Context: an optimization exercise on an open-source flow, tuned for small area, a short achievable clock period and few clock cycles per item. The choices shown serve that exercise and are no tape-out recipe. The RTL was checked by simulation tests, not by an equivalence proof against the original design. Power figures rest on the tool's default switching activity, not on a simulated workload.

==> design.v <==
module sfd_rx (
    input  wire        clk,
    input  wire        rst,
    input  wire        rx_valid,
    input  wire        rx_eof,
    input  wire [7:0]  rx_byte,
    output wire        rx_ready,
    output wire        dout_valid,
    output wire [7:0]  dout_byte,
    input  wire        dout_ready,
    output wire        ctl_valid,
    output wire [15:0] ctl_seq,
    output wire [7:0]  ctl_op,
    output wire [7:0]  ctl_dest,
    output wire [7:0]  ctl_byte,
    output wire        ctl_last,
    input  wire        ctl_ready,
    output wire        tx_valid,
    output wire [7:0]  tx_byte,
    input  wire        tx_ready,
    output wire        anom_opc,
    output wire        anom_eof,
    output wire        irq
);
    localparam [7:0] MARKER       = 8'h1B;
    localparam [7:0] LIT_SENTINEL = 8'h1C;
    localparam [7:0] OP_DATA      = 8'h44;
    localparam [7:0] OP_ACK       = 8'h41;
    localparam [3:0] ST_RD = 4'd10;
    localparam [1:0] DS_NORMAL = 2'd0;
    localparam [1:0] DS_SAW1   = 2'd1;
    localparam [1:0] DS_SAW2   = 2'd2;
    function in_catalog(input [7:0] op);
        case (op)
            8'h01, 8'h02, 8'h10, 8'h11, 8'h12, 8'h13, 8'h14, 8'h15,
            8'h16, 8'h17, 8'h18, 8'h20, 8'h21, 8'h22, 8'h23,
            OP_ACK, OP_DATA: in_catalog = 1'b1;
            default:         in_catalog = 1'b0;
        endcase
    endfunction
    reg         rdy;             
    reg         ok_r;            
    reg         sv;              
    reg  [7:0]  sb;
    reg         sb_mk;           
    reg         sb_s;            
    reg         sb_z;            
    reg         sb_1;            
    reg         rx_live;
    reg         opc_flag;
    reg         eof_flag;
    reg         irq_r;
    reg  [3:0]  st;
    reg         in_rd;           
    reg         in_rp;           
    reg         p_last;          
    reg         p_pre;           
    reg  [15:0] hdr_seq;
    reg  [7:0]  hdr_op;
    reg  [7:0]  hdr_dest;
    reg  [15:0] hdr_len;
    reg         hi_z;            
    reg         op_bad;          
    reg         is_data;         
    reg  [15:0] rem;             
    reg         last;            
    reg  [1:0]  ds;
    reg  [7:0]  d0, d1, d2;      
    reg         dq1, dq2, dq3;   
    reg  [8:0]  c0, c1;          
    reg         cq1, cq2;        
    reg         tx_busy;
    reg  [3:0]  tx_idx;          
    reg  [7:0]  txb;
    reg  [15:0] tx_seq;
    reg         tx_inc;          
    reg  [15:0] ack_seq;
    reg  [15:0] ack_len;
    wire rd_data = in_rd && is_data;
    wire rd_ctrl = in_rd && !is_data;
    wire proc = sv && ok_r;                
    wire [7:0] b = sb;
    wire fire     = rx_valid && rdy;
    wire fire_eof = fire && rx_eof;
    wire fire_b   = fire && !rx_eof;
    wire port_p6  = sv ? p_pre : p_last;
    wire ds_n0 = (ds == DS_NORMAL);
    wire ds_s1 = (ds == DS_SAW1);
    wire ds_s2 = (ds == DS_SAW2);
    wire e1 = proc && ((rd_data && ds_n0 && !sb_mk) || (p_last && ds_s1));
    wire e2 = proc && ((rd_data && ds_s1 && !sb_mk) || (rd_data && ds_s2 && sb_s) ||
                       (p_last && ds_s2));
    wire ek = e1 || e2;
    wire [7:0] dw0 = (rd_data && ds_n0) ? b : MARKER;
    wire [7:0] dw1 = (rd_data && ds_s1) ? b : MARKER;
    wire cpush     = proc && rd_ctrl;
    wire ack_start = proc && rd_data && last;
    wire plen_z = hi_z && sb_z;
    wire plen_1 = hi_z && sb_1;
    reg [3:0] st_n;
    reg [1:0] ds_n;
    reg       is_data_n;
    reg       last_n;
    always @(*) begin
        st_n      = st;
        ds_n      = ds;
        is_data_n = is_data;
        last_n    = last;
        if (proc) begin
            if (in_rd) begin
                if (is_data) begin
                    case (ds)
                        DS_NORMAL: ds_n = sb_mk ? DS_SAW1 : DS_NORMAL;
                        DS_SAW1:   ds_n = sb_mk ? DS_SAW2 : DS_NORMAL;
                        default:   ds_n = DS_NORMAL;
                    endcase
                end
                if (last) st_n = 4'd0;
                last_n = (rem == 16'd2);
            end else if (p_last) begin
                ds_n   = DS_NORMAL;
                st_n   = plen_z ? 4'd0 : ST_RD;
                last_n = plen_1;
            end else if (in_rp) begin
                st_n = st + 4'd1;
                if (st == 4'd6) is_data_n = (b == OP_DATA);
            end else begin
                st_n = sb_mk ? st + 4'd1 : 4'd0;
            end
        end
    end
    wire rd_n     = proc ? ((p_last && !plen_z) || (in_rd && !last)) : in_rd;
    wire rp_n     = proc ? ((st == 4'd2 && sb_mk) || (in_rp && !p_last)) : in_rp;
    wire p_last_n = proc ? p_pre : p_last;
    wire p_pre_n  = proc ? (st == 4'd7) : p_pre;
    wire dpop   = dq1 && dout_ready;
    wire cpop   = cq1 && ctl_ready;
    wire tx_fin = tx_busy && tx_ready && (tx_idx == 4'd14);
    wire dp1 = dq1 || ek;
    wire dp2 = dq2 || (ek && dq1) || e2;
    wire dp3 = dq3 || (ek && dq2) || (e2 && dq1);
    wire dn1 = dpop ? dp2 : dp1;
    wire dn2 = dpop ? dp3 : dp2;
    wire dn3 = dpop ? 1'b0 : dp3;
    wire cp1 = cq1 || cpush;
    wire cp2 = cq2 || (cpush && cq1);
    wire cn1 = cpop ? cp2 : cp1;
    wire cn2 = cpop ? 1'b0 : cp2;
    wire busy_n = ack_start || (tx_busy && !tx_fin);
    wire ok_n = (!dn2 || (!dn3 && ds_n == DS_NORMAL))
             && (!cn1 || (!cn2 && !rp_n))
             && !(is_data_n && last_n && busy_n);
    wire sv_n = fire_b || (sv && !proc);
    always @(posedge clk) begin
        if (rst) begin
            rdy      <= 1'b1;
            sv       <= 1'b0;
            ok_r     <= 1'b1;
            rx_live  <= 1'b1;
            opc_flag <= 1'b0;
            eof_flag <= 1'b0;
            irq_r    <= 1'b0;
        end else begin
            rdy  <= rx_live && !fire_eof && (!sv_n || ok_n);
            sv   <= sv_n;
            ok_r <= ok_n;
            if (fire_eof) begin
                rx_live  <= 1'b0;
                eof_flag <= 1'b1;
                irq_r    <= 1'b1;
            end
            if (fire_b && port_p6 && op_bad) begin
                opc_flag <= 1'b1;
                irq_r    <= 1'b1;
            end
        end
    end
    always @(posedge clk) begin
        if (fire_b) begin
            sb    <= rx_byte;
            sb_mk <= (rx_byte == MARKER);
            sb_s  <= (rx_byte == LIT_SENTINEL);
            sb_z  <= (rx_byte == 8'h00);
            sb_1  <= (rx_byte == 8'h01);
        end
    end
    always @(posedge clk) begin
        if (rst) begin
            st     <= 4'd0;
            in_rd  <= 1'b0;
            in_rp  <= 1'b0;
            p_last <= 1'b0;
            p_pre  <= 1'b0;
            ds     <= DS_NORMAL;
        end else begin
            st     <= st_n;
            in_rd  <= rd_n;
            in_rp  <= rp_n;
            p_last <= p_last_n;
            p_pre  <= p_pre_n;
            ds     <= ds_n;
        end
    end
    always @(posedge clk) begin
        is_data <= is_data_n;
        last    <= last_n;
        if (proc) begin
            case (st)
                4'd4: hdr_seq[15:8] <= b;
                4'd5: hdr_seq[7:0]  <= b;
                4'd6: begin hdr_op <= b; op_bad <= !in_catalog(b); end
                4'd7: hdr_dest <= b;
                4'd8: begin hdr_len[15:8] <= b; hi_z <= sb_z; end
                4'd9: begin hdr_len[7:0] <= b; rem <= {hdr_len[15:8], b}; end
                ST_RD: rem <= rem - 16'd1;
                default: ;
            endcase
        end
    end
    wire at0 = !dq1;
    wire at1 = dq1 && !dq2;
    wire at2 = dq2 && !dq3;
    wire [7:0] d0_p = (ek && at0) ? dw0 : d0;
    wire [7:0] d1_p = (ek && at1) ? dw0 : (e2 && at0) ? dw1 : d1;
    wire [7:0] d2_p = (ek && at2) ? dw0 : (e2 && at1) ? dw1 : d2;
    always @(posedge clk) begin
        if (rst) begin
            dq1 <= 1'b0;
            dq2 <= 1'b0;
            dq3 <= 1'b0;
        end else begin
            dq1 <= dn1;
            dq2 <= dn2;
            dq3 <= dn3;
        end
    end
    always @(posedge clk) begin
        d0 <= dpop ? d1_p : d0_p;
        d1 <= dpop ? d2_p : d1_p;
        d2 <= d2_p;
    end
    assign rx_ready   = rdy;
    assign dout_valid = dq1;
    assign dout_byte  = d0;
    wire [8:0] cw   = {b, last};
    wire [8:0] c0_p = (cpush && !cq1) ? cw : c0;
    wire [8:0] c1_p = (cpush && cq1)  ? cw : c1;
    always @(posedge clk) begin
        if (rst) begin
            cq1 <= 1'b0;
            cq2 <= 1'b0;
        end else begin
            cq1 <= cn1;
            cq2 <= cn2;
        end
    end
    always @(posedge clk) begin
        c0 <= cpop ? c1_p : c0_p;
        c1 <= c1_p;
    end
    assign ctl_valid = cq1;
    assign ctl_seq   = hdr_seq;
    assign ctl_op    = hdr_op;
    assign ctl_dest  = hdr_dest;
    assign ctl_byte  = c0[8:1];
    assign ctl_last  = c0[0];
    always @(posedge clk) begin
        if (ack_start) begin
            ack_seq <= hdr_seq;
            ack_len <= hdr_len;
        end
    end
    reg [7:0] tx_nxt;
    always @(*) begin
        case (tx_idx)
            4'd1, 4'd2: tx_nxt = MARKER;
            4'd4:  tx_nxt = tx_seq[15:8];
            4'd5:  tx_nxt = tx_seq[7:0];
            4'd6:  tx_nxt = OP_ACK;
            4'd9:  tx_nxt = 8'h04;
            4'd10: tx_nxt = ack_seq[15:8];
            4'd11: tx_nxt = ack_seq[7:0];
            4'd12: tx_nxt = ack_len[15:8];
            4'd13: tx_nxt = ack_len[7:0];
            default: tx_nxt = 8'h00;
        endcase
    end
    always @(posedge clk) begin
        if (rst) begin
            tx_busy <= 1'b0;
            tx_inc  <= 1'b0;
            tx_seq  <= 16'h0000;
        end else begin
            tx_inc <= tx_fin;
            if (tx_inc)
                tx_seq <= (tx_seq == 16'hFFFE) ? 16'h0000 : tx_seq + 16'd1;
            tx_busy <= busy_n;
        end
    end
    always @(posedge clk) begin
        if (ack_start) begin
            tx_idx <= 4'd1;
            txb    <= MARKER;
        end else if (tx_busy && tx_ready) begin
            tx_idx <= tx_idx + 4'd1;
            txb    <= tx_nxt;
        end
    end
    assign tx_valid = tx_busy;
    assign tx_byte  = txb;
    assign anom_opc = opc_flag;
    assign anom_eof = eof_flag;
    assign irq      = irq_r;
endmodule
==> run.sh <==
#!/bin/bash
# synth_recipe.tcl (not shown) runs the flow's synth.tcl, then flattens the netlist and writes it again
# the make line also repeats each setting of config.mk as NAME=value (left out here)
make -C /OpenROAD-flow-scripts/flow DESIGN_CONFIG=/design/flow/config.mk WORK_HOME=/design/flow/orfs CLKGATE_MAP_FILE= SYNTH_SCRIPT=/design/flow/synth_recipe.tcl finish
==> config.mk <==
export PLATFORM = sky130hd
export DESIGN_NAME = sfd_rx
export DESIGN_NICKNAME = sfd_rx
export VERILOG_FILES = /design/flow/design.v
export SDC_FILE = /design/flow/constraint.sdc
export NUM_CORES = 4
export LEC_CHECK = 0
export CAP_MARGIN = 20
export CORE_MARGIN = 2
export CORE_UTILIZATION = 60
export CTS_CLUSTER_DIAMETER = 80
export CTS_CLUSTER_SIZE = 30
export PLACE_DENSITY = 0.75
export SETUP_SLACK_MARGIN = 3.7
export SLEW_MARGIN = 20
==> constraint.sdc <==
create_clock -name core_clock -period 6.0 [get_ports {clk}]
set_input_delay 1.2000 -clock core_clock [delete_from_list [all_inputs] [get_ports {clk}]]
set_output_delay 1.2000 -clock core_clock [all_outputs]
set_load 0.01 [all_outputs]
==> flow_summary_export.csv, run 1 <==
group,metric,value,unit
outcome,status,"finished clean",
floorplan,die_w,124,um
synthesis,synthCells,744,
layout,register_area,0.00541,mm2
power_and_ir_drop,p_clk_share,32.9,%
placed_design,gp_congestion,0.865,
grt,grt_pass1_vias,5701,
detailed_routing,drt.antenna.violating_nets,0,
layout,syn_to_final_growth,13.0,%
timing,layout_min_cycle_time,2.29,ns
synthesis,ys_dominant_reg_cell,"edfxtp_1",
synthesis,synth_edf_count,127,
synthesis,syn_nets,771,
setup_path,path_cells,"dlymetal6s2s_1",
setup_path,critPathMaxStageDelay,0.45,ns
detailed_routing,drtIter0Drc,519,
detailed_routing,wl_per_cell,19.1,um
power_and_ir_drop,power.switching,533,uW
setup_path,path_max_fanout,13,
setup_path,critPathBufInv,1,
grt,grt_util_met1,30.7,%
synthesis,synth_top_area_share,44.4,%
floorplan,num_rows,43,
grt,gr-total-overflow,0,
timing,skew,0.0255,ns
synthesis,ys_seq_area_share,62.7,%
timing,finalSetupTns,0,ns
cts,cts_root_buf,"clkbuf_16",
grt,grt_usage,24.9,%
synthesis,ys_types,67,
timing,worstMarginPinSlew,0.959,ns
synthesis,syn_area,0.00860,mm2
grt,globalRouteMet2Util,43.8,%
cts,clockBufferDepth,3,
power_and_ir_drop,p_seq_share,62.9,%
timing,slew_violations,0,
detailed_routing,route.detailed.drc,0,
timing,worst_slack,3.71,ns
power_and_ir_drop,leakage,0.00350,uW
cts,clkLatencyLatePin,0.46,ns
grt,top_usage_layer,"met2",
timing,timing.hold.ws,0.429,ns
setup_path,crit_type,"flip-flop to output pin",
layout,final_cell_mix,"edfxtp_1 (127), dfxtp_1 (75), nor2_1 (71), nand2_1 (69), o21ai_0 (40)",
timing,max_freq,0.436,GHz
floorplan,die_y,124,um
floorplan,fp.dieArea,0.0153,mm2
cts,cts_tree,"done",
power_and_ir_drop,ir_worst_vdd,0.180,mV
cts,clock_sink_count,206,
layout,fillCellCount,1006,
cts,ctsHoldBuffers,0,
setup_path,path_delay_family,"flip-flops",
floorplan,io_pins,79,
synthesis,avgSynthCellArea,11.6,um2
power_and_ir_drop,internal-power,1910,uW
grt,grt_max_degree,40,
setup_path,required,4.80,ns
floorplan,start_util,61.7,%
grt,globalRouteMet3Util,4.03,%
job,cap_violations,0,
timing,setup_viol,0,
layout,diodes,0,
detailed_routing,totalWireLength,19100,um
grt,antenna_found_initial,0,
power_and_ir_drop,switching_share,21.9,%
setup_path,crit_slowest_cell,"dfxtp_4",
timing,slew_headroom,36.0,%
setup_path,start_kind,"flip-flop",
layout,multiInputGateArea,0.00303,mm2
detailed_routing,vias,6076,
power_and_ir_drop,p_comb_share,4.2,%
placed_design,dp_slack,2.83,ns
cts,cts_buffers,11,
timing,rsz0062_at_grt,"true",
layout,layout_commonest_cell,"edfxtp_1",
synthesis,ys_ff_latch,206,
cts,cts.clk_slew.worst_paths,0.11,ns
detailed_routing,first_pass_iters,5,
placed_design,dp_hpwl,12900,um
layout,drive_above_1_share,16.3,%
power_and_ir_drop,p_per_area,251,mW/mm2
timing,period_share,38.2,%
synthesis,synth_top_area_cell,"edfxtp_1",
floorplan,core,0.0139,mm2
synthesis,synthTopCellsByArea,"edfxtp_1 (44%), dfxtp_1 (18%), nor2_1 (3.1%)",
layout,nets,841,
setup_path,arrival,1.09,ns
placed_design,io_buffers,78,
grt,grt_pass1_wl,29500,um
setup_path,critPathCaptureType,"output pin",
cts,htree_levels,1,
timing,final-hold-violation-count,0,
hold_path,hp-class,"flip-flop to flip-flop",
detailed_routing,vias_per_cell,6.09,
synthesis,synthArstFlopShare,0,%
synthesis,yosys_warnings,1,
through the flow:
step	cells	total power (uW)	utilization [%]	instance area [um2]
finish	998	2440	69.7	9710
CTS	992	2450	70.2	9780
floorplan	744	1620	-	8600
global placement	965	1670	67.8	9450
global route	998	2510	69.7	9710
detailed placement	965	1670	67.8	9450
power by group through the flow:
stage | Sequential, uW | Clock (uW) | Combinational, uW
3_5_place_dp | 1570 | 0 | 104
4_1_cts | 1530 | 817 | 103
2_1_floorplan | 1550 | 0 | 65.7
5_1_grt | 1540 | 864 | 113
3_3_place_gp | 1570 | 0 | 101
6_report | 1530 | 801 | 104
cells in the mapped netlist (5+ instances only):
| cell | n |
|---|---|
| a221oi_1 | 8 |
| nand3_1 | 14 |
| ha_1 | 12 |
| nand4_1 | 11 |
| edfxtp_1 | 127 |
| o21ai_1 | 10 |
| nor2_1 | 72 |
| o21a_1 | 5 |
| nor4_1 | 6 |
| inv_1 | 23 |
| a21oi_1 | 35 |
| o21ai_0 | 41 |
| o32a_1 | 6 |
| xnor2_1 | 12 |
| clkbuf_1 | 30 |
| and3_1 | 6 |
| a31oi_1 | 5 |
| nand2_1 | 70 |
| dfxtp_1 | 79 |
| nand2b_1 | 6 |
| nor3_1 | 15 |
| xor2_1 | 20 |
| nand3b_1 | 6 |
| mux2_2 | 17 |
| and2_1 | 9 |
| a211oi_1 | 6 |
| a22oi_1 | 12 |
sequential cells by signal, summed over array words and instances, names as in the netlist, 2 cells and up:
signal	flops
ds	2
hdr_dest	8
d0	8
d2	8
hdr_len	16
c0	9
st	4
tx_idx	4
rem	16
hdr_op	8
hdr_seq	16
c1	9
tx_seq	16
ack_len	16
ack_seq	16
sb	8
d1	8
txb	8
final timing paths:
kind | slack, ns | cells past startpoint | endpoint | start
worst max register to register | 3.75 | 5 | rem[9] | rem[3]
worst min-delay path | 0.43 | 0 | ack_len[7] | hdr_len[7]
worst max-delay path | 3.71 | 1 | dout_valid | dq1
worst min register to register | 0.43 | 0 | ack_len[7] | hdr_len[7]
cells by family after synthesis:
| kind of cell | share of synthesized area, % |
|---|---|
| AOI/OAI and AO/OA | 12.8 |
| xor gates and xnor gates | 3.26 |
| adders and majority gates | 1.75 |
| buffers and inverters | 2.88 |
| DFF | 62.7 |
| muxes | 2.34 |
| and+or+nand+nor | 14.2 |
per-layer routing:
metal	wire length, um	part of all wire (%)
met5	0	0
met4	634	3.3
met3	1000	5.3
met2	9680	51
met1	7740	41
timing repair:
action,in CTS,in global routing
endpoints found under the setup margin,163,129
setup buffers,10,6
gates resized for setup,176,59
pin swaps,0,1
layout make-up:
class                           instances  share of cell area, %
Sequential cell                       206                   55.6
Multi-Input combinational cell        476                   31.2
Timing Repair Buffer                   95                   6.59
Clock buffer                           13                   2.91
Tap cell                              180                   2.32
Inverter                               24                  0.927
Clock inverter                          4                  0.425
Testbench counts, summed over its fixed seeds: cycles 35,278, bytes 35,116.
==> run 2: changes to the inputs <==
--- a/config.mk
+++ b/config.mk
@@ -7,9 +7,9 @@
 export LEC_CHECK = 0
 export CAP_MARGIN = 20
 export CORE_MARGIN = 2
-export CORE_UTILIZATION = 60
+export CORE_UTILIZATION = 70
 export CTS_CLUSTER_DIAMETER = 80
 export CTS_CLUSTER_SIZE = 30
-export PLACE_DENSITY = 0.75
-export SETUP_SLACK_MARGIN = 3.7
+export PLACE_DENSITY = 0.8
+export SETUP_SLACK_MARGIN = 3.8
 export SLEW_MARGIN = 20
==> run 2 against run 1 <==
- critical endpoint is now rdy
- count of clock-buffer cells in the layout rose by 2
- global-route usage rose by 4.3 points
- setup slack improved by 0.034 ns
- synthesized cell count did not move
- routed wire length rose by 2.8%
- utilization rose by 12 points
- sequential share of layout area fell by 0.13 points
==> flow_summary_export.csv, run 2 <==
group,metric,value,unit
placed_design,place_inst,933,
synthesis,synth_common_cells,"edfxtp_1 (127), dfxtp_1 (79), nor2_1 (72)",
power_and_ir_drop,p_seq_share,62.1,%
cts,cts_root_buf,"clkbuf_16",
placed_design,dp_slack,3.02,ns
cts,htree_levels,1,
synthesis,yosys_warnings,1,
layout,diodes,0,
power_and_ir_drop,p_per_area,253,mW/mm2
timing,worstMarginPinSlew,0.974,ns
setup_path,critPathCaptureType,"flip-flop",
detailed_routing,vias,6230,
grt,grt_pass1_wl,30300,um
synthesis,synthArstFlopShare,0,%
layout,drive_above_1_share,20.1,%
power_and_ir_drop,switching_share,21.5,%
layout,final_cell_mix,"edfxtp_1 (127), nor2_1 (71), nand2_1 (67), buf_2 (63), dfxtp_1 (62)",
cts,cts.clk_slew.worst_paths,0.12,ns
timing,rsz0062_at_grt,"true",
synthesis,syn_area,0.00860,mm2
detailed_routing,totalWireLength,19600,um
job,cap_violations,0,
cts,clock_sink_count,206,
setup_path,critPathMaxStageDelay,0.50,ns
synthesis,synthCells,744,
floorplan,die_y,115,um
floorplan,core,0.0120,mm2
power_and_ir_drop,internal-power,1940,uW
floorplan,die_w,115,um
synthesis,synth_top_area_share,44.4,%
timing,layout_min_cycle_time,2.26,ns
power_and_ir_drop,ir_worst_vdd,0.221,mV
synthesis,avgSynthCellArea,11.6,um2
synthesis,ys_ff_latch,206,
layout,final_cells,977,
timing,final-hold-violation-count,0,
layout,nets,853,
detailed_routing,wl_per_cell,20.0,um
timing,timing.hold.ws,0.409,ns
synthesis,ys_dominant_reg_cell,"edfxtp_1",
synthesis,ys_seq_area_share,62.7,%
synthesis,synth_most_common_cell,"edfxtp_1",
setup_path,path_cells,"clkdlybuf4s50_1 > nand4_1 > nand2_1 > nand2_1 > a31oi_1 > o21ai_1 > a21boi_1",
layout,layout_commonest_cell,"edfxtp_1",
setup_path,critPathBufInv,1,
detailed_routing,drt.antenna.violating_nets,0,
timing,period_share,37.7,%
timing,worst_slack,3.74,ns
setup_path,start_kind,"input port",
synthesis,syn_nets,771,
power_and_ir_drop,p_comb_share,4.4,%
synthesis,synthTopCellsByArea,"edfxtp_1 (44%), dfxtp_1 (18%), nor2_1 (3.1%)",
outcome,status,"finished clean",
setup_path,path_delay_family,"compound AO/OA/AOI/OAI gates",
setup_path,required,6.39,ns
placed_design,io_buffers,78,
grt,grt_usage,29.2,%
cts,cts_buffers,11,
synthesis,synth_top_area_cell,"edfxtp_1",
synthesis,ys_types,67,
setup_path,path_max_fanout,3,
floorplan,io_pins,79,
timing,slew_headroom,35.0,%
timing,max_freq,0.442,GHz
placed_design,gp_congestion,0.880,
layout,syn_to_final_growth,13.6,%
grt,grt_max_degree,40,
timing,finalSetupTns,0,ns
grt,gr-total-overflow,0,
detailed_routing,first_pass_iters,7,
grt,antenna_found_initial,0,
cts,cts_tree,"done",
timing,slew_violations,0,
detailed_routing,route.detailed.drc,0,
placed_design,dp_hpwl,12900,um
synthesis,synth_edf_count,127,
setup_path,crit_path_frequent_cell,"nand2_1",
power_and_ir_drop,power.switching,531,uW
cts,ctsHoldBuffers,0,
detailed_routing,drtIter0Drc,699,
detailed_routing,vias_per_cell,6.38,
setup_path,arrival,2.65,ns
floorplan,start_util,71.6,%
setup_path,crit_type,"input port to flip-flop",
hold_path,hp-class,"flip-flop to flip-flop",
cts,clkLatencyLatePin,0.47,ns
timing,setup_viol,0,
floorplan,fp.dieArea,0.0132,mm2
power_and_ir_drop,leakage,0.00354,uW
timing,skew,0.0288,ns
grt,grt_pass1_vias,5939,
setup_path,crit_slowest_cell,"clkdlybuf4s50_1",
power_and_ir_drop,p_clk_share,33.5,%
cts,clockBufferDepth,3,
floorplan,num_rows,40,
[run 2: cell counts after synthesis]
No cell type changed its count.
[run 2: cells by family after synthesis]
| kind of cell | Yosys count | synth area share [%] |
|---|---|---|
| AND/OR/NAND/NOR | 247 | 14.2 |
| multiplexers | 18 | 2.34 |
| AO/OA/AOI/OAI | 167 | 12.8 |
| buffers and inverters | 62 | 2.88 |
| flip-flops | 206 | 62.7 |
| adder cells (fa/ha/maj) | 12 | 1.75 |
| XOR/XNOR | 32 | 3.26 |
[run 2: per-layer routing]
metal	up-vias	part of all wire, %	global-route usage [%]
li1	2899	-	-
met1	3021	39	36.8
met2	267	53	53.2
met3	43	5.6	3.22
met4	0	2.6	9.32
met5	-	0	0
[run 2: repair_timing]
| item | CTS | global route |
|---|---|---|
| pin swaps | 1 | 2 |
| setup buffers | 18 | 9 |
| gates resized for setup | 282 | 14 |
| endpoints found under the setup margin | 153 | 90 |
[run 2: through the flow]
stage,util [%],area (um2),total power (uW)
finish,81.3,9770,2470
global route,81.3,9770,2530
CTS,80.3,9650,2470
detailed placement,78.5,9430,1670
global placement,78.5,9430,1660
floorplan,-,8610,1620
[run 2: area by class of cell]
| cell class | instances | area [um2] |
|---|---|---|
| timing repair buffer | 107 | 691 |
| clock inverter | 2 | 36.3 |
| fill | 721 | 2240 |
| sequential | 206 | 5420 |
| tap | 147 | 184 |
| inverter | 24 | 95.1 |
| multi-input combinational | 476 | 3030 |
| clock buffer | 15 | 312 |
[run 2: worst paths after layout]
kind | start | endpoint | slack [ns] | depth (start not counted)
hold reg to reg | hdr_len[7] | ack_len[7] | 0.41 | 0
setup reg to reg | rem[1] | rem[9] | 3.75 | 5
hold / removal | hdr_len[7] | ack_len[7] | 0.41 | 0
setup / recovery | tx_ready | rdy | 3.74 | 7
[run 2: worst reg2reg max path: stages (launching register included)]
cell	delay, ns
edfxtp_1	0.40
or4_4	0.55
or4_4	0.44
or3_1	0.33
xor2_1	0.19
o21ai_2	0.07
[run 2: power by group through the flow]
| stage | Clock (uW) | Sequential, uW | Combinational (uW) |
|---|---|---|---|
| 6_report | 827 | 1530 | 108 |
| 5_1_grt | 877 | 1540 | 118 |
| 4_1_cts | 831 | 1530 | 104 |
| 3_5_place_dp | 0 | 1560 | 105 |
| 3_3_place_gp | 0 | 1560 | 101 |
| 2_1_floorplan | 0 | 1550 | 65.9 |
==> run 3: changes to the inputs <==
--- a/config.mk
+++ b/config.mk
@@ -7,9 +7,9 @@
 export LEC_CHECK = 0
 export CAP_MARGIN = 20
 export CORE_MARGIN = 2
-export CORE_UTILIZATION = 70
+export CORE_UTILIZATION = 40
 export CTS_CLUSTER_DIAMETER = 80
 export CTS_CLUSTER_SIZE = 30
-export PLACE_DENSITY = 0.8
-export SETUP_SLACK_MARGIN = 3.8
+export PLACE_DENSITY = 0.6
+export SETUP_SLACK_MARGIN = 4.0
 export SLEW_MARGIN = 20
==> run 3 against run 2 <==
- clock skew is 0.012 ns lower
- routed wire length increased by 4.7%
- still clean
- global-route usage shrank 11 points
- non-clock buffer count grew 32
- critical endpoint is now ctl_seq[8]
- final area is 7.3% higher
- utilization is 32 points lower
- power up 4.3%
- register-to-register slack better by 0.02 ns
==> flow_summary_export.csv, run 3 <==
group,metric,value,unit
timing,rsz0062_at_grt,"true",
synthesis,synth_compound_area_share,12.8,%
grt,grt_pass1_wl,31800,um
floorplan,die_y,151,um
synthesis,synthXorXnorAreaFrac,3.26,%
hold_path,hp-start,"hdr_len[7]",
detailed_routing,vias_per_cell,5.34,
synthesis,ys_seq_area_share,62.7,%
placed_design,io_buffers,78,
power_and_ir_drop,p_per_area,246,mW/mm2
timing,period_share,38.0,%
setup_path,r2r-start,"rem[1]",
detailed_routing,route.detailed.drc,0,
synthesis,avgSynthCellArea,11.6,um2
timing,skew,0.0167,ns
cts,cts_buffers,12,
cts,clockBufferDepth,3,
setup_path,start_kind,"flip-flop",
setup_path,arrival,1.08,ns
setup_path,crit_slowest_cell,"edfxtp_1",
synthesis,synthArstFlopShare,0,%
layout,final_cells,1140,
hold_path,hp-class,"flip-flop to flip-flop",
synthesis,synth_most_common_cell,"edfxtp_1",
layout,final_cell_mix,"edfxtp_1 (127), nor2_1 (70), nand2_1 (66), dfxtp_1 (59), buf_4 (59)",
floorplan,fp.dieArea,0.0227,mm2
synthesis,ys_dominant_reg_cell,"edfxtp_1",
synthesis,synth_top_area_cell,"edfxtp_1",
setup_path,critPathMaxStageDelay,0.44,ns
cts,cts_tree,"done",
layout,post-route-util,49.7,%
placed_design,gp_congestion,0.836,
layout,diodes,0,
detailed_routing,totalWireLength,20500,um
timing,finalSetupTns,0,ns
synthesis,synthMuxAreaShare,2.34,%
synthesis,synthCells,744,
timing,slew_violations,0,
setup_path,path_cells,"buf_2",
layout,syn_to_final_growth,21.8,%
cts,htree_levels,1,
setup_path,reg2regPathDepth,5,
setup_path,r2r_setup_slack,3.77,ns
floorplan,io_pins,79,
placed_design,dp_hpwl,13700,um
synthesis,synth_top_family_by_area,"simple AND/OR/NAND/NOR gates",
setup_path,required,4.80,ns
layout,drive_above_1_share,26.8,%
floorplan,start_util,40.8,%
detailed_routing,first_pass_iters,4,
setup_path,path_max_fanout,2,
synthesis,syn_area,0.00860,mm2
detailed_routing,wl_per_cell,18.0,um
timing,layout_min_cycle_time,2.28,ns
synthesis,ys_types,67,
placed_design,place_inst,1060,
layout,nets,886,
setup_path,crit_type,"flip-flop to output pin",
synthesis,synth_fa_ha_area_share,1.75,%
grt,gr-total-overflow,0,
cts,clock_sink_count,206,
power_and_ir_drop,leakage,0.00381,uW
floorplan,die_w,151,um
setup_path,critPathBufInv,1,
synthesis,synth_edf_count,127,
grt,grt_usage,17.9,%
outcome,status,"finished clean",
cts,clkLatencyLatePin,0.48,ns
synthesis,synthSimpleGateAreaFrac,14.2,%
cts,cts.clk_slew.worst_paths,0.10,ns
floorplan,core,0.0211,mm2
setup_path,critPathCaptureType,"output pin",
timing,slew_headroom,56.2,%
hold_path,hold_depth,0,
synthesis,yosys_warnings,1,
timing,max_freq,0.439,GHz
timing,setup_viol,0,
detailed_routing,drtIter0Drc,405,
floorplan,num_rows,53,
power_and_ir_drop,ir_worst_vdd,0.137,mV
cts,ctsHoldBuffers,0,
synthesis,synth_top_area_share,44.4,%
synthesis,syn_nets,771,
grt,grt_max_degree,40,
setup_path,timing.rr.end,"rem[9]",
cts,cts_root_buf,"clkbuf_16",
timing,worstMarginPinSlew,0.656,ns
job,cap_violations,0,
layout,fillCellCount,1857,
setup_path,path_delay_family,"flip-flops",
synthesis,synthTopCellsByArea,"edfxtp_1 (44%), dfxtp_1 (18%), nor2_1 (3.1%)",
hold_path,worstHoldEndpoint,"ack_len[7]",
timing,final-hold-violation-count,0,
detailed_routing,vias,6089,
synthesis,ys_ff_latch,206,
synthesis,synth_common_cells,"edfxtp_1 (127), dfxtp_1 (79), nor2_1 (72)",
layout,layout_commonest_cell,"edfxtp_1",
grt,antenna_found_initial,0,
detailed_routing,drt.antenna.violating_nets,0,
grt,grt_pass1_vias,5982,
run 3: layer usage:
| metal | routed length, um | global-route usage, % | vias up | part of all wire, % |
|---|---|---|---|---|
| li1 | - | - | 2967 | - |
| met1 | 8790 | 23.2 | 2962 | 43 |
| met2 | 10300 | 30.3 | 131 | 50 |
| met3 | 833 | 2.73 | 29 | 4.1 |
| met4 | 550 | 7.06 | 0 | 2.7 |
| met5 | 0 | 0 | - | 0 |
run 3: kinds of logic (layout without fill, tap and decap cells):
group           after synthesis  in the layout
fa+ha+maj                    12             12
compound gates              167            167
simple gates                247            247
flops                       206            206
xor+xnor                     32             32
buf+inv                      62            183
mux                          18             18
run 3: cell type report:
cell class | count | area [um2] | area share [%]
multi-input cells | 476 | 3160 | 30.1
inverters | 24 | 103 | 0.979
flip-flops and latches | 206 | 5440 | 51.9
well taps | 275 | 344 | 3.28
clock inverters | 6 | 76.3 | 0.729
repair buffers | 139 | 1030 | 9.84
clock buffers | 14 | 329 | 3.14
run 3: timing repair:
action                                  in CTS  in global routing
setup buffers                               25                 35
resized for setup                          322                 27
endpoints found under the setup margin     211                114
pin swaps                                    6                 14
run 3: per-stage QoR:
step	area, um2	hold slack, ns	worst slack [ns]	power [uW]
2_1_floorplan	8700	0.400	3.82	1620
3_3_place_gp	9640	0.401	2.90	1670
3_5_place_dp	9640	0.405	2.78	1670
4_1_cts	10100	0.428	3.69	2590
5_1_grt	10500	0.432	3.69	2660
6_report	10500	0.428	3.72	2580
run 3: where the power goes:
group | switching, uW | total, uW | internal, uW
clock | 495 | 919 | 424
combinational | 71.7 | 130 | 58.8
sequential | 18.1 | 1530 | 1510
total | 585 | 2580 | 1990
run 3: how the worst max path moves through the flow:
stage,depth (start not counted),start,slack (ns),to
finish,1,hdr_seq[8],3.72,ctl_seq[8]
global route,1,hdr_seq[11],3.69,ctl_seq[11]
CTS,1,hdr_seq[8],3.69,ctl_seq[8]
detailed placement,3,rst,2.78,tx_seq[1]
global placement,3,rst,2.90,tx_seq[1]
floorplan,5,rem[1],3.82,rem[9]
==> run 4: changes to the inputs <==
--- a/design.v
+++ b/design.v
@@ -63,6 +63,7 @@
     reg         op_bad;          
     reg         is_data;         
     reg  [15:0] rem;             
+    reg         lo_z;            
     reg         last;            
     reg  [1:0]  ds;
     reg  [7:0]  d0, d1, d2;      
@@ -211,8 +212,16 @@
                 4'd6: begin hdr_op <= b; op_bad <= !in_catalog(b); end
                 4'd7: hdr_dest <= b;
                 4'd8: begin hdr_len[15:8] <= b; hi_z <= sb_z; end
-                4'd9: begin hdr_len[7:0] <= b; rem <= {hdr_len[15:8], b}; end
-                ST_RD: rem <= rem - 16'd1;
+                4'd9: begin
+                    hdr_len[7:0] <= b;
+                    rem  <= {hdr_len[15:8], b};
+                    lo_z <= sb_z;
+                end
+                ST_RD: begin
+                    rem[7:0] <= rem[7:0] - 8'd1;
+                    if (lo_z) rem[15:8] <= rem[15:8] - 8'd1;
+                    lo_z <= (rem[7:0] == 8'd1);
+                end
                 default: ;
             endcase
         end
--- a/config.mk
+++ b/config.mk
@@ -11,5 +11,5 @@
 export CTS_CLUSTER_DIAMETER = 80
 export CTS_CLUSTER_SIZE = 30
 export PLACE_DENSITY = 0.6
-export SETUP_SLACK_MARGIN = 4.0
+export SETUP_SLACK_MARGIN = 3.8
 export SLEW_MARGIN = 20
==> run 4 against run 3 <==
- routed wire length shrank 1.6%
- setup slack got worse by 0.0020 ns
- sequential share of layout area is 1.4 points higher
- sequential power about the same
- worst hold slack gained 0.0011 ns
- combinational power shrank 61%
- final area down 2.3%
==> flow_summary_export.csv, run 4 <==
group,metric,value,unit
outcome,status,"finished clean",
floorplan,die_y,152,um
timing,finalSetupTns,0,ns
detailed_routing,totalWireLength,20200,um
layout,diodes,0,
layout,final_cell_mix,"edfxtp_1 (128), nor2_1 (66), nand2_1 (62), buf_2 (61), dfxtp_1 (59)",
synthesis,ys_ff_latch,207,
power_and_ir_drop,p_clk_share,38.2,%
layout,syn_to_final_growth,16.9,%
setup_path,path_cells,"buf_2",
floorplan,core,0.0217,mm2
setup_path,arrival,1.08,ns
timing,skew,0.0226,ns
synthesis,ys_types,79,
setup_path,timing.rr.end,"d1[4]",
setup_path,start_kind,"flip-flop",
synthesis,synth_compound_area_share,13.6,%
synthesis,synthXorXnorAreaFrac,2.90,%
layout,layout_commonest_cell,"edfxtp_1",
setup_path,path_max_fanout,1,
grt,grt_pass1_wl,32300,um
power_and_ir_drop,p_comb_share,2.0,%
grt,grt_pass1_vias,5898,
grt,gr-total-overflow,0,
setup_path,critPathBufInv,1,
setup_path,crit_type,"flip-flop to output pin",
hold_path,hp-class,"flip-flop to flip-flop",
timing,period_share,38.0,%
job,cap_violations,0,
cts,ctsHoldBuffers,0,
detailed_routing,drt.antenna.violating_nets,0,
setup_path,endpoint,"ctl_byte[5]",
setup_path,critPathCaptureType,"output pin",
placed_design,gp_congestion,0.788,
detailed_routing,vias,5883,
power_and_ir_drop,power.switching,573,uW
synthesis,yosys_warnings,1,
cts,clockBufferDepth,3,
synthesis,synthArstFlopShare,0,%
layout,nets,854,
timing,slew_violations,0,
floorplan,num_rows,54,
synthesis,synthMuxAreaShare,3.17,%
synthesis,synthTopCellsByArea,"edfxtp_1 (44%), dfxtp_1 (18%), nor2_1 (2.9%)",
synthesis,synthSimpleGateAreaFrac,13.1,%
detailed_routing,route.detailed.drc,0,
timing,setup_viol,0,
cts,htree_levels,1,
timing,max_freq,0.439,GHz
setup_path,required,4.80,ns
placed_design,dpl-instance-area,0.00974,mm2
timing,layout_min_cycle_time,2.28,ns
synthesis,syn_nets,776,
placed_design,dp_hpwl,13600,um
grt,antenna_found_initial,0,
grt,grt_usage,17.3,%
synthesis,syn_area,0.00876,mm2
synthesis,synth_edf_count,128,
floorplan,io_pins,79,
power_and_ir_drop,ir_worst_vdd,0.171,mV
setup_path,cp.depth,1,
timing,slew_headroom,37.8,%
timing,final-hold-violation-count,0,
power_and_ir_drop,internal-power,1980,uW
cts,clkLatencyLatePin,0.48,ns
synthesis,synth_common_cells,"edfxtp_1 (128), dfxtp_1 (79), nor2_1 (67)",
power_and_ir_drop,p_per_area,249,mW/mm2
synthesis,avgSynthCellArea,11.7,um2
power_and_ir_drop,p_seq_share,59.8,%
placed_design,io_buffers,78,
setup_path,crit_slowest_cell,"edfxtp_1",
layout,drive_above_1_share,24.4,%
cts,cts_tree,"done",
setup_path,crit_start,"c0[6]",
synthesis,ys_seq_area_share,62.0,%
synthesis,ys_dominant_reg_cell,"edfxtp_1",
synthesis,synth_most_common_cell,"edfxtp_1",
power_and_ir_drop,switching_share,22.5,%
setup_path,reg2regPathDepth,6,
layout,final_area,0.0102,mm2
cts,cts_root_buf,"clkbuf_16",
grt,grt_max_degree,40,
layout,fillCellCount,1963,
synthesis,synth_top_family_by_area,"compound AO/OA/AOI/OAI gates",
setup_path,r2r-start,"sb_mk",
timing,rsz0062_at_grt,"true",
setup_path,r2r_setup_slack,3.79,ns
floorplan,fp.dieArea,0.0231,mm2
detailed_routing,drtIter0Drc,352,
timing,worstMarginPinSlew,0.932,ns
detailed_routing,first_pass_iters,5,
detailed_routing,wl_per_cell,18.2,um
setup_path,critPathMaxStageDelay,0.43,ns
synthesis,synth_top_area_share,43.9,%
detailed_routing,vias_per_cell,5.30,
cts,clock_sink_count,207,
cts,cts.clk_slew.worst_paths,0.11,ns
synthesis,synth_top_area_cell,"edfxtp_1",
power_and_ir_drop,leakage,0.00362,uW
cts,cts_buffers,13,
synthesis,synthCells,747,
floorplan,start_util,40.4,%
synthesis,synth_fa_ha_area_share,2.00,%
setup_path,path_delay_family,"flip-flops",
floorplan,die_w,152,um
==> run 4: power by group through the flow <==
stage          logic (uW)  registers, uW  clock network [uW]
2_1_floorplan        31.5           1550                   0
3_3_place_gp         47.8           1560                   0
3_5_place_dp         48.6           1560                   0
4_1_cts              49.9           1530                 996
5_1_grt              56.8           1530                1050
6_report             50.8           1530                 975
==> run 4: how the worst min path moves through the flow <==
stage,startpoint,end,slack (ns),cells past startpoint
after floorplan,hdr_len[0],ack_len[0],0.40,0
after global placement,hdr_len[2],ack_len[2],0.40,0
after detailed placement,hdr_len[0],ack_len[0],0.40,0
after CTS,hdr_len[0],ack_len[0],0.43,0
after global routing,hdr_len[0],ack_len[0],0.44,0
final,hdr_len[0],ack_len[0],0.43,0
==> run 4: cell type report <==
class                   count  area [um2]  share of cell area, %
well taps                 280         350                   3.42
clock buffers              14         339                   3.31
clock inverters             7         103                   1.00
flip-flops and latches    207        5460                   53.3
repair buffers            103         664                   6.49
inverters                  29         121                   1.19
multi-input cells         471        3200                   31.3
==> run 4: routing by layer <==
layer | share of wire (%) | track usage (%) | wire, um | up-vias
li1 | - | - | - | 2884
met1 | 47 | 24.8 | 9430 | 2840
met2 | 47 | 28.1 | 9430 | 134
met3 | 4.9 | 2.34 | 985 | 25
met4 | 1.7 | 3.92 | 348 | 0
met5 | 0 | 0 | 0 | -
==> run 4: cells by family after synthesis <==
group,count (synthesis)
adders and majority gates,14
muxes,25
and+or+nand+nor,234
AOI/OAI and AO/OA,169
buffers and inverters,69
xor gates and xnor gates,29
DFF,207
==> run 4: repair_timing <==
item,4_1_cts,5_1_grt
gates resized for setup,290,35
buffers inserted,14,8
endpoints found under the setup margin,180,100
hold endpoints to repair,0,0
pin swaps,2,5
==> run 4: stage by stage <==
stage | std cells | hold slack (ns) | worst slack [ns] | total power, uW | utilization [%]
final | 1111 | 0.429 | 3.72 | 2550 | 47.2
after CTS | 1103 | 0.430 | 3.69 | 2570 | 46.3
after floorplan | 747 | 0.400 | 3.80 | 1580 | -
after global routing | 1111 | 0.437 | 3.69 | 2630 | 47.2
after global placement | 1068 | 0.400 | 2.93 | 1610 | 44.9
after detailed placement | 1068 | 0.405 | 2.88 | 1610 | 44.9
Testbench counts of run 4, summed over its fixed seeds: cycles 35,278, bytes 35,116.
==> run 5: changes to the inputs <==
--- a/config.mk
+++ b/config.mk
@@ -11,5 +11,5 @@
 export CTS_CLUSTER_DIAMETER = 80
 export CTS_CLUSTER_SIZE = 30
 export PLACE_DENSITY = 0.6
-export SETUP_SLACK_MARGIN = 3.8
+export SETUP_SLACK_MARGIN = 4.0
 export SLEW_MARGIN = 20
==> run 5 against run 4 <==
- routed wire length increased by 2.4%
- final area increased by 3.1%
- via count increased by 2.7%
- non-clock buffer count increased by 24
- maximum frequency increased by 0.12%
- global-route usage about the same
- largest cell class unchanged
==> flow_summary_export.csv, run 5 <==
group,metric,value,unit
layout,diodes,0,
setup_path,reg2regPathDepth,6,
timing,slew_headroom,43.4,%
detailed_routing,wl_met3,881,um
synthesis,synth_edf_count,128,
synthesis,syn_area,0.00876,mm2
detailed_routing,route.detailed.drc,0,
grt,grt_usage,17.3,%
cts,clock_sink_count,207,
power_and_ir_drop,p_per_area,238,mW/mm2
floorplan,die_w,152,um
timing,worst_slack,3.72,ns
floorplan,start_util,40.4,%
setup_path,r2r-start,"sb_mk",
setup_path,path_max_fanout,2,
floorplan,num_rows,54,
timing,max_freq,0.439,GHz
hold_path,hp-class,"flip-flop to flip-flop",
setup_path,path_delay_family,"flip-flops",
power_and_ir_drop,ir_worst_vdd,0.146,mV
grt,grt_pass1_vias,5734,
cts,cts_buffers,13,
timing,slew_violations,0,
timing,skew,0.0178,ns
synthesis,synth_top_area_cell,"edfxtp_1",
cts,ctsHoldBuffers,0,
layout,register_area,0.00547,mm2
synthesis,synthArstFlopShare,0,%
detailed_routing,first_pass_iters,5,
cts,htree_levels,1,
setup_path,critPathBufInv,1,
detailed_routing,m1WireLength,9430,um
setup_path,required,4.80,ns
placed_design,dp_slack,2.90,ns
synthesis,synthCells,747,
setup_path,crit_slowest_cell,"edfxtp_1",
timing,finalSetupTns,0,ns
cts,cts_root_buf,"clkbuf_16",
synthesis,avgSynthCellArea,11.7,um2
grt,antenna_found_initial,0,
cts,clkLatencyLatePin,0.48,ns
floorplan,die_y,152,um
synthesis,synthTopCellsByArea,"edfxtp_1 (44%), dfxtp_1 (18%), nor2_1 (2.9%)",
timing,period_share,37.9,%
floorplan,core,0.0217,mm2
grt,grt_pass1_wl,32100,um
detailed_routing,wl_met2,10000,um
setup_path,critPathMaxStageDelay,0.43,ns
detailed_routing,wl_per_cell,18.2,um
timing,layout_min_cycle_time,2.28,ns
synthesis,synth_top_area_share,43.9,%
synthesis,synth_most_common_cell,"edfxtp_1",
outcome,status,"finished clean",
synthesis,ys_dominant_reg_cell,"edfxtp_1",
setup_path,crit_start,"hdr_seq[3]",
timing,timing.hold.ws,0.430,ns
cts,clockBufferDepth,3,
layout,nets,879,
setup_path,arrival,1.08,ns
synthesis,yosys_warnings,1,
grt,gr-total-overflow,0,
layout,layout_commonest_cell,"edfxtp_1",
setup_path,critPathCaptureType,"output pin",
floorplan,fp.dieArea,0.0231,mm2
layout,fillCellCount,1948,
placed_design,gp_congestion,0.836,
setup_path,timing.rr.end,"d1[3]",
floorplan,io_pins,79,
placed_design,dp_hpwl,13800,um
power_and_ir_drop,power.switching,554,uW
detailed_routing,vias,6042,
setup_path,endpoint,"ctl_seq[3]",
layout,multiInputGateArea,0.00328,mm2
cts,cts_tree,"done",
synthesis,synth_common_cells,"edfxtp_1 (128), dfxtp_1 (79), nor2_1 (67)",
synthesis,ys_seq_area_share,62.0,%
layout,drive_above_1_share,28.4,%
detailed_routing,drtIter0Drc,358,
job,cap_violations,0,
power_and_ir_drop,p_clk_share,36.8,%
setup_path,crit_type,"flip-flop to output pin",
detailed_routing,totalWireLength,20700,um
timing,rsz0062_at_grt,"true",
timing,setup_viol,0,
layout,final_cell_mix,"edfxtp_1 (128), nor2_1 (65), nand2_1 (61), dfxtp_1 (54), buf_2 (51)",
timing,worstMarginPinSlew,0.849,ns
layout,syn_to_final_growth,20.5,%
detailed_routing,vias_per_cell,5.32,
grt,grt_max_degree,40,
detailed_routing,highest_layer,"met4",
placed_design,io_buffers,78,
setup_path,path_cells,"buf_2",
synthesis,ys_types,79,
detailed_routing,drt.antenna.violating_nets,0,
setup_path,cp.depth,1,
timing,final-hold-violation-count,0,
setup_path,start_kind,"flip-flop",
setup_path,r2r_setup_slack,4.03,ns
power_and_ir_drop,switching_share,22.0,%
power_and_ir_drop,p_seq_share,60.4,%
power_and_ir_drop,internal-power,1960,uW
synthesis,syn_nets,776,
power_and_ir_drop,leakage,0.00379,uW
synthesis,ys_ff_latch,207,
power_and_ir_drop,p_comb_share,2.8,%
cts,cts.clk_slew.worst_paths,0.11,ns
run 5: how the worst min path moves through the flow:
| stage | cells after the start | start | endpoint |
|---|---|---|---|
| 6_report | 0 | hdr_len[1] | ack_len[1] |
| 5_1_grt | 0 | hdr_len[6] | ack_len[6] |
| 4_1_cts | 0 | hdr_len[6] | ack_len[6] |
| 3_5_place_dp | 0 | hdr_len[1] | ack_len[1] |
| 3_3_place_gp | 0 | hdr_len[1] | ack_len[1] |
| 2_1_floorplan | 0 | hdr_len[0] | ack_len[0] |
run 5: stage by stage:
step,cells,utilization [%],total power [uW],area (um2)
final,1135,48.7,2510,10600
after global routing,1135,48.7,2590,10600
after CTS,1110,47.2,2540,10200
after detailed placement,1069,45.1,1610,9780
after global placement,1068,45.1,1610,9770
after floorplan,747,-,1580,8810
run 5: logic make-up after synthesis:
logic type / after synthesis / synth area share (%)
and+or+nand+nor: 234 / 13.1
DFF: 207 / 62.0
AOI/OAI and AO/OA: 169 / 13.6
buffers and inverters: 69 / 3.27
xor gates and xnor gates: 29 / 2.90
muxes: 25 / 3.17
adders and majority gates: 14 / 2.00
run 5: final cells by class:
type | instances | share of cell area (%)
clock buffer | 13 | 3.08
sequential | 207 | 51.9
timing repair buffer | 127 | 8.83
clock inverter | 7 | 0.711
multi-input combinational | 472 | 31.0
tap | 280 | 3.32
inverter | 29 | 1.15
run 5: power by group through the flow:
stage | registers, uW | clock network (uW) | logic, uW
6_report | 1520 | 926 | 70.6
5_1_grt | 1520 | 996 | 76.6
4_1_cts | 1520 | 952 | 64.2
3_3_place_gp | 1560 | 0 | 51.3
2_1_floorplan | 1550 | 0 | 32.5
3_5_place_dp | 1560 | 0 | 52.1
run 5: routing by layer:
layer,vias up,global-route usage (%)
met2,126,28.4
li1,2946,-
met1,2944,24.4
met4,0,4.41
met5,-,0
met3,26,2.42
run 5: repair_timing:
action	CTS	global route
gates cloned	1	0
buffers inserted	20	25
pin swaps	6	14
gates resized for setup	325	36
endpoints found under the setup margin	219	133
==> run 6: changes to the inputs <==
--- a/config.mk
+++ b/config.mk
@@ -11,5 +11,5 @@
 export CTS_CLUSTER_DIAMETER = 80
 export CTS_CLUSTER_SIZE = 30
 export PLACE_DENSITY = 0.6
-export SETUP_SLACK_MARGIN = 4.0
+export SETUP_SLACK_MARGIN = 3.6
 export SLEW_MARGIN = 20
==> run 6 against run 5 <==
- still clean
- count of clock-buffer cells in the layout grew 1
- die area is the same
- maximum frequency shrank 10%
- synthesized area is the same
- critical endpoint is now dout_valid
- highest routed layer unchanged
==> flow_summary_export.csv, run 6 <==
group,metric,value,unit
outcome,status,"finished clean",
cts,clockBufferDepth,3,
synthesis,synth_common_cells,"edfxtp_1 (128), dfxtp_1 (79), nor2_1 (67)",
cts,clkLatencyLatePin,0.49,ns
setup_path,path_delay_family,"buffers and inverters",
layout,final_cells,1100,
detailed_routing,route.detailed.drc,0,
grt,grt_usage,16.9,%
placed_design,place_inst,1068,
grt,grt_max_degree,39,
setup_path,critPathCaptureType,"output pin",
setup_path,arrival,1.33,ns
synthesis,synth_most_common_cell,"edfxtp_1",
floorplan,num_rows,54,
detailed_routing,vias,5898,
synthesis,ys_types,79,
floorplan,die_y,152,um
timing,period_share,42.2,%
grt,grt_pass1_vias,5692,
detailed_routing,wl_per_cell,18.1,um
timing,finalSetupTns,0,ns
synthesis,synth_top_area_cell,"edfxtp_1",
hold_path,hp-class,"flip-flop to flip-flop",
synthesis,yosys_warnings,1,
cts,cts_buffers,13,
layout,fillCellCount,1997,
job,cap_violations,0,
grt,antenna_found_initial,0,
synthesis,ys_seq_area_share,62.0,%
layout,final_cell_mix,"edfxtp_1 (128), dfxtp_1 (74), nor2_1 (66), nand2_1 (63), o21ai_0 (44)",
timing,rsz0062_at_grt,"true",
detailed_routing,first_pass_iters,4,
cts,cts_tree,"done",
synthesis,syn_area,0.00876,mm2
setup_path,required,4.80,ns
cts,cts_root_buf,"clkbuf_16",
power_and_ir_drop,power,2530,uW
setup_path,crit_type,"flip-flop to output pin",
cts,ctsHoldBuffers,0,
floorplan,core,0.0217,mm2
detailed_routing,totalWireLength,19900,um
timing,skew,0.0396,ns
setup_path,cp.depth,1,
placed_design,gp_congestion,0.814,
detailed_routing,drt.antenna.violating_nets,0,
synthesis,synth_top_area_share,43.9,%
hold_path,hold_depth,0,
timing,max_freq,0.395,GHz
setup_path,reg2regPathDepth,6,
layout,layout_commonest_cell,"edfxtp_1",
setup_path,critPathMaxStageDelay,0.52,ns
grt,gr-total-overflow,0,
setup_path,start_kind,"flip-flop",
floorplan,fp.dieArea,0.0231,mm2
placed_design,dp_hpwl,13600,um
cts,cts.clk_slew.worst_paths,0.10,ns
setup_path,path_cells,"clkdlybuf4s50_1",
layout,syn_to_final_growth,16.6,%
setup_path,critPathBufInv,1,
layout,nets,842,
timing,final-hold-violation-count,0,
timing,layout_min_cycle_time,2.53,ns
layout,drive_above_1_share,12.6,%
synthesis,synth_edf_count,128,
synthesis,ys_ff_latch,207,
power_and_ir_drop,leakage,0.00358,uW
floorplan,die_w,152,um
timing,slew_violations,0,
synthesis,synthCells,747,
timing,setup_viol,0,
setup_path,path_max_fanout,2,
cts,clock_sink_count,207,
synthesis,synthTopCellsByArea,"edfxtp_1 (44%), dfxtp_1 (18%), nor2_1 (2.9%)",
layout,final_area,0.0102,mm2
detailed_routing,drtIter0Drc,464,
floorplan,io_pins,79,
placed_design,dpl-instance-area,0.00974,mm2
layout,register_area,0.00544,mm2
synthesis,ys_dominant_reg_cell,"edfxtp_1",
power_and_ir_drop,ir_worst_vdd,0.179,mV
timing,timing.hold.ws,0.417,ns
timing,worstMarginPinSlew,0.836,ns
floorplan,start_util,40.4,%
layout,diodes,0,
layout,multiInputGateArea,0.00309,mm2
timing,slew_headroom,44.2,%
synthesis,syn_nets,776,
synthesis,avgSynthCellArea,11.7,um2
synthesis,synthArstFlopShare,0,%
grt,grt_pass1_wl,31700,um
cts,htree_levels,1,
placed_design,io_buffers,78,
power_and_ir_drop,p_per_area,247,mW/mm2
setup_path,crit_slowest_cell,"clkdlybuf4s50_1",
detailed_routing,vias_per_cell,5.36,
## run 6: layout make-up
type                            instances  area share, %
Clock inverter                          8           1.03
Timing Repair Buffer                   91           7.76
Inverter                               29           1.07
Tap cell                              280           3.43
Multi-Input combinational cell        471           30.3
Sequential cell                       207           53.2
Clock buffer                           14           3.22
## run 6: final timing paths
| path | from | end | slack (ns) |
|---|---|---|---|
| worst min-delay path | hdr_len[2] | ack_len[2] | 0.42 |
| worst min register to register | hdr_len[2] | ack_len[2] | 0.42 |
| worst max-delay path | dq1 | dout_valid | 3.47 |
| worst max register to register | sb_mk | d1[0] | 3.79 |
## run 6: per-stage QoR
stage	util, %	setup WS (ns)
global route	47.1	3.43
CTS	46.8	3.36
global placement	44.9	2.90
detailed placement	44.9	2.86
floorplan	-	3.64
finish	47.1	3.47
## run 6: cells by family (layout without fill, tap and decap cells)
kind of cell	count (synthesis)	in the layout	share of synthesized area (%)
buffers and inverters	69	142	3.27
DFF	207	207	62.0
muxes	25	25	3.17
xor gates and xnor gates	29	29	2.90
and+or+nand+nor	234	234	13.1
adders and majority gates	14	14	2.00
AOI/OAI and AO/OA	169	169	13.6
## run 6: power breakdown
| group | switching (uW) | internal (uW) |
|---|---|---|
| sequential | 19.0 | 1510 |
| combinational | 26.7 | 23.6 |
| clock | 516 | 432 |
## run 6: per-layer routing
layer | track usage [%] | up-vias | wire length, um
met4 | 4.27 | 0 | 323
li1 | - | 2867 | -
met3 | 2.20 | 27 | 951
met2 | 26.7 | 150 | 9060
met1 | 24.8 | 2854 | 9540
met5 | 0 | - | 0
## run 6: repair_timing
item,4_1_cts,5_1_grt
setup endpoints to repair,118,68
gates cloned,0,0
gates resized for setup,94,36
endpoints found under the hold margin,0,0
buffers inserted,3,7
pin swaps,0,2
==> run 7: changes to the inputs <==
--- a/config.mk
+++ b/config.mk
@@ -7,9 +7,9 @@
 export LEC_CHECK = 0
 export CAP_MARGIN = 20
 export CORE_MARGIN = 2
-export CORE_UTILIZATION = 40
+export CORE_UTILIZATION = 60
 export CTS_CLUSTER_DIAMETER = 80
 export CTS_CLUSTER_SIZE = 30
-export PLACE_DENSITY = 0.6
-export SETUP_SLACK_MARGIN = 3.6
+export PLACE_DENSITY = 0.75
+export SETUP_SLACK_MARGIN = 3.8
 export SLEW_MARGIN = 20
==> run 7 against run 6 <==
- synthesized area stayed put
- die area is 33% lower
- utilization rose by 22 points
- final area down 2.4%
- routed wire length is 0.24% lower
- highest routed layer unchanged
- clock skew down 0.025 ns
- largest power group unchanged
- via count up 4.6%
- critical path depth is the same
- sequential share of layout area increased by 1.5 points
- first-iteration DRC count shrank 3.2%
- clock power is 12% lower
==> flow_summary_export.csv, run 7 <==
group,metric,value,unit
outcome,status,"finished clean",
hold_path,hp-class,"flip-flop to flip-flop",
timing,period_share,37.5,%
synthesis,ys_ff_latch,207,
timing,finalSetupTns,0,ns
setup_path,cp.depth,1,
synthesis,synthSimpleGateAreaFrac,13.1,%
job,cap_violations,0,
cts,clkLatencyLatePin,0.46,ns
detailed_routing,vias_per_cell,6.09,
layout,final_cell_mix,"edfxtp_1 (128), nor2_1 (66), nand2_1 (63), buf_2 (61), dfxtp_1 (57)",
synthesis,synthXorXnorAreaFrac,2.90,%
layout,diodes,0,
setup_path,path_cells,"buf_2",
placed_design,io_buffers,78,
synthesis,synth_fa_ha_area_share,2.00,%
grt,grt_pass1_wl,31000,um
synthesis,synth_top_area_share,43.9,%
synthesis,synthMuxAreaShare,3.17,%
cts,htree_levels,1,
placed_design,dpl-instance-area,0.00959,mm2
synthesis,synth_most_common_cell,"edfxtp_1",
setup_path,start_kind,"flip-flop",
floorplan,core,0.0144,mm2
cts,cts_buffers,11,
setup_path,required,4.80,ns
timing,setup_viol,0,
timing,slew_headroom,47.2,%
synthesis,ys_types,79,
cts,cts.clk_slew.worst_paths,0.11,ns
detailed_routing,vias,6168,
synthesis,yosys_warnings,1,
synthesis,synthCells,747,
setup_path,critPathBufInv,1,
layout,final_cells,1013,
synthesis,synthArstFlopShare,0,%
synthesis,synth_compound_area_share,13.6,%
detailed_routing,first_pass_iters,7,
setup_path,reg2regPathDepth,7,
detailed_routing,route.detailed.drc,0,
layout,layout_commonest_cell,"edfxtp_1",
synthesis,ys_dominant_reg_cell,"edfxtp_1",
detailed_routing,totalWireLength,19800,um
detailed_routing,drt.antenna.violating_nets,0,
cts,clock_sink_count,207,
grt,grt_max_degree,40,
setup_path,path_delay_family,"flip-flops",
floorplan,num_rows,44,
cts,cts_tree,"done",
power_and_ir_drop,leakage,0.00356,uW
timing,worstMarginPinSlew,0.791,ns
synthesis,synth_top_area_cell,"edfxtp_1",
layout,nets,854,
timing,skew,0.0151,ns
setup_path,arrival,1.05,ns
layout,syn_to_final_growth,13.9,%
timing,final-hold-violation-count,0,
grt,grt_pass1_vias,5988,
placed_design,dp_hpwl,13400,um
floorplan,start_util,60.9,%
layout,fillCellCount,1032,
floorplan,fp.dieArea,0.0156,mm2
cts,clockBufferDepth,3,
setup_path,crit_slowest_cell,"edfxtp_1",
timing,rsz0062_at_grt,"true",
floorplan,die_w,125,um
placed_design,place_inst,969,
hold_path,hold_depth,0,
synthesis,syn_area,0.00876,mm2
floorplan,io_pins,79,
synthesis,syn_nets,776,
grt,gr-total-overflow,0,
setup_path,crit_type,"flip-flop to output pin",
layout,drive_above_1_share,23.4,%
grt,antenna_found_initial,0,
setup_path,critPathCaptureType,"output pin",
detailed_routing,wl_per_cell,19.6,um
cts,ctsHoldBuffers,0,
synthesis,synth_top_family_by_area,"compound AO/OA/AOI/OAI gates",
layout,final_area,0.00997,mm2
timing,max_freq,0.445,GHz
synthesis,synthTopCellsByArea,"edfxtp_1 (44%), dfxtp_1 (18%), nor2_1 (2.9%)",
floorplan,die_y,125,um
synthesis,avgSynthCellArea,11.7,um2
timing,layout_min_cycle_time,2.25,ns
setup_path,path_max_fanout,2,
power_and_ir_drop,ir_worst_vdd,0.197,mV
cts,cts_root_buf,"clkbuf_16",
timing,slew_violations,0,
synthesis,ys_seq_area_share,62.0,%
detailed_routing,drtIter0Drc,449,
placed_design,gp_congestion,0.895,
layout,post-route-util,69.4,%
grt,grt_usage,24.6,%
synthesis,synth_edf_count,128,
setup_path,critPathMaxStageDelay,0.43,ns
synthesis,synth_common_cells,"edfxtp_1 (128), dfxtp_1 (79), nor2_1 (67)",
power_and_ir_drop,p_per_area,242,mW/mm2
-- run 7: layout make-up --
cell class | count | area [um2] | share of cell area [%]
well taps | 184 | 230 | 2.31
clock buffers | 11 | 275 | 2.76
multi-input cells | 472 | 3150 | 31.6
clock inverters | 6 | 65.1 | 0.653
flip-flops and latches | 207 | 5460 | 54.7
inverters | 29 | 123 | 1.23
repair buffers | 104 | 668 | 6.70
-- run 7: kinds of logic after synthesis --
logic type / Yosys count
fa+ha+maj: 14
xor+xnor: 29
compound gates: 169
buf+inv: 69
mux: 25
simple gates: 234
flops: 207
-- run 7: metrics by stage --
stage / total power, uW / setup WS, ns / hold WS, ns
finish: 2410 / 3.75 / 0.436
global route: 2480 / 3.71 / 0.443
CTS: 2420 / 3.71 / 0.436
detailed placement: 1610 / 2.93 / 0.405
global placement: 1600 / 3.03 / 0.403
floorplan: 1580 / 3.80 / 0.400
-- run 7: power breakdown --
part	internal [uW]	switching, uW
Clock	389	443
Sequential	1510	14.9
Combinational	26.7	31.3
Total	1920	489
-- run 7: worst paths after layout --
kind / from / end / slack, ns
min reg2reg: hdr_len[0] / ack_len[0] / 0.44
min: hdr_len[0] / ack_len[0] / 0.44
max reg2reg: tx_idx[1] / txb[5] / 3.88
max: hdr_seq[1] / ctl_seq[1] / 3.75
-- run 7: per-layer routing --
metal  wire, um  part of all wire [%]  GRT usage (%)
met1       8330                    42           32.8
met2       9760                    49           41.3
met3       1150                   5.8           3.48
met4        582                   2.9           9.15
met5          0                     0              0
-- run 7: what timing repair did --
item | 4_1_cts | 5_1_grt
cloned | 1 | 0
buffers inserted | 10 | 16
endpoints found under the setup margin | 150 | 95
resized for setup | 289 | 27
pin swaps | 3 | 1

-- what the ideal ports hide --
Ports are ideal in the flow. The routed layouts listed here were re-timed in OpenROAD. Step 1, drivers: a clkbuf_16 drives clk and a buf_2 each remaining input, both assumed. Step 2 also shifts input and output timing later by t, the mid clock arrival at the registers, as if the neighbouring blocks saw the same clock. Slacks: no drivers / after step 1 / after step 2; pairs: no drivers / after step 1.
| run | t (ns) | setup slack, ns | hold WS [ns] | clock arrival spread, ns | slew at the worst register clock pin (ns) |
|---|---|---|---|---|---|
| run 1 | 0.494 | 3.706 / 3.663 / 3.308 | 0.429 / 0.429 / 0.429 | 0.025 / 0.026 | 0.11 / 0.11 |
| run 2 | 0.492 | 3.740 / 3.703 / 3.263 | 0.409 / 0.409 / 0.409 | 0.029 / 0.029 | 0.12 / 0.12 |
| run 3 | 0.521 | 3.723 / 3.675 / 3.464 | 0.428 / 0.428 / 0.428 | 0.020 / 0.020 | 0.11 / 0.11 |
| run 4 | 0.516 | 3.721 / 3.676 / 3.393 | 0.429 / 0.429 / 0.429 | 0.022 / 0.023 | 0.11 / 0.11 |
| run 5 | 0.519 | 3.723 / 3.676 / 3.551 | 0.430 / 0.430 / 0.430 | 0.021 / 0.020 | 0.11 / 0.11 |
| run 6 | 0.520 | 3.467 / 3.422 / 3.228 | 0.417 / 0.417 / 0.417 | 0.041 / 0.041 | 0.11 / 0.11 |
| run 7 | 0.494 | 3.752 / 3.709 / 3.380 | 0.436 / 0.436 / 0.436 | 0.016 / 0.016 | 0.11 / 0.11 |
After both steps every run listed still meets setup and hold. The setup slack of run 2, which loses most, moves by -0.037 ns with the drivers and by -0.477 ns with both steps.
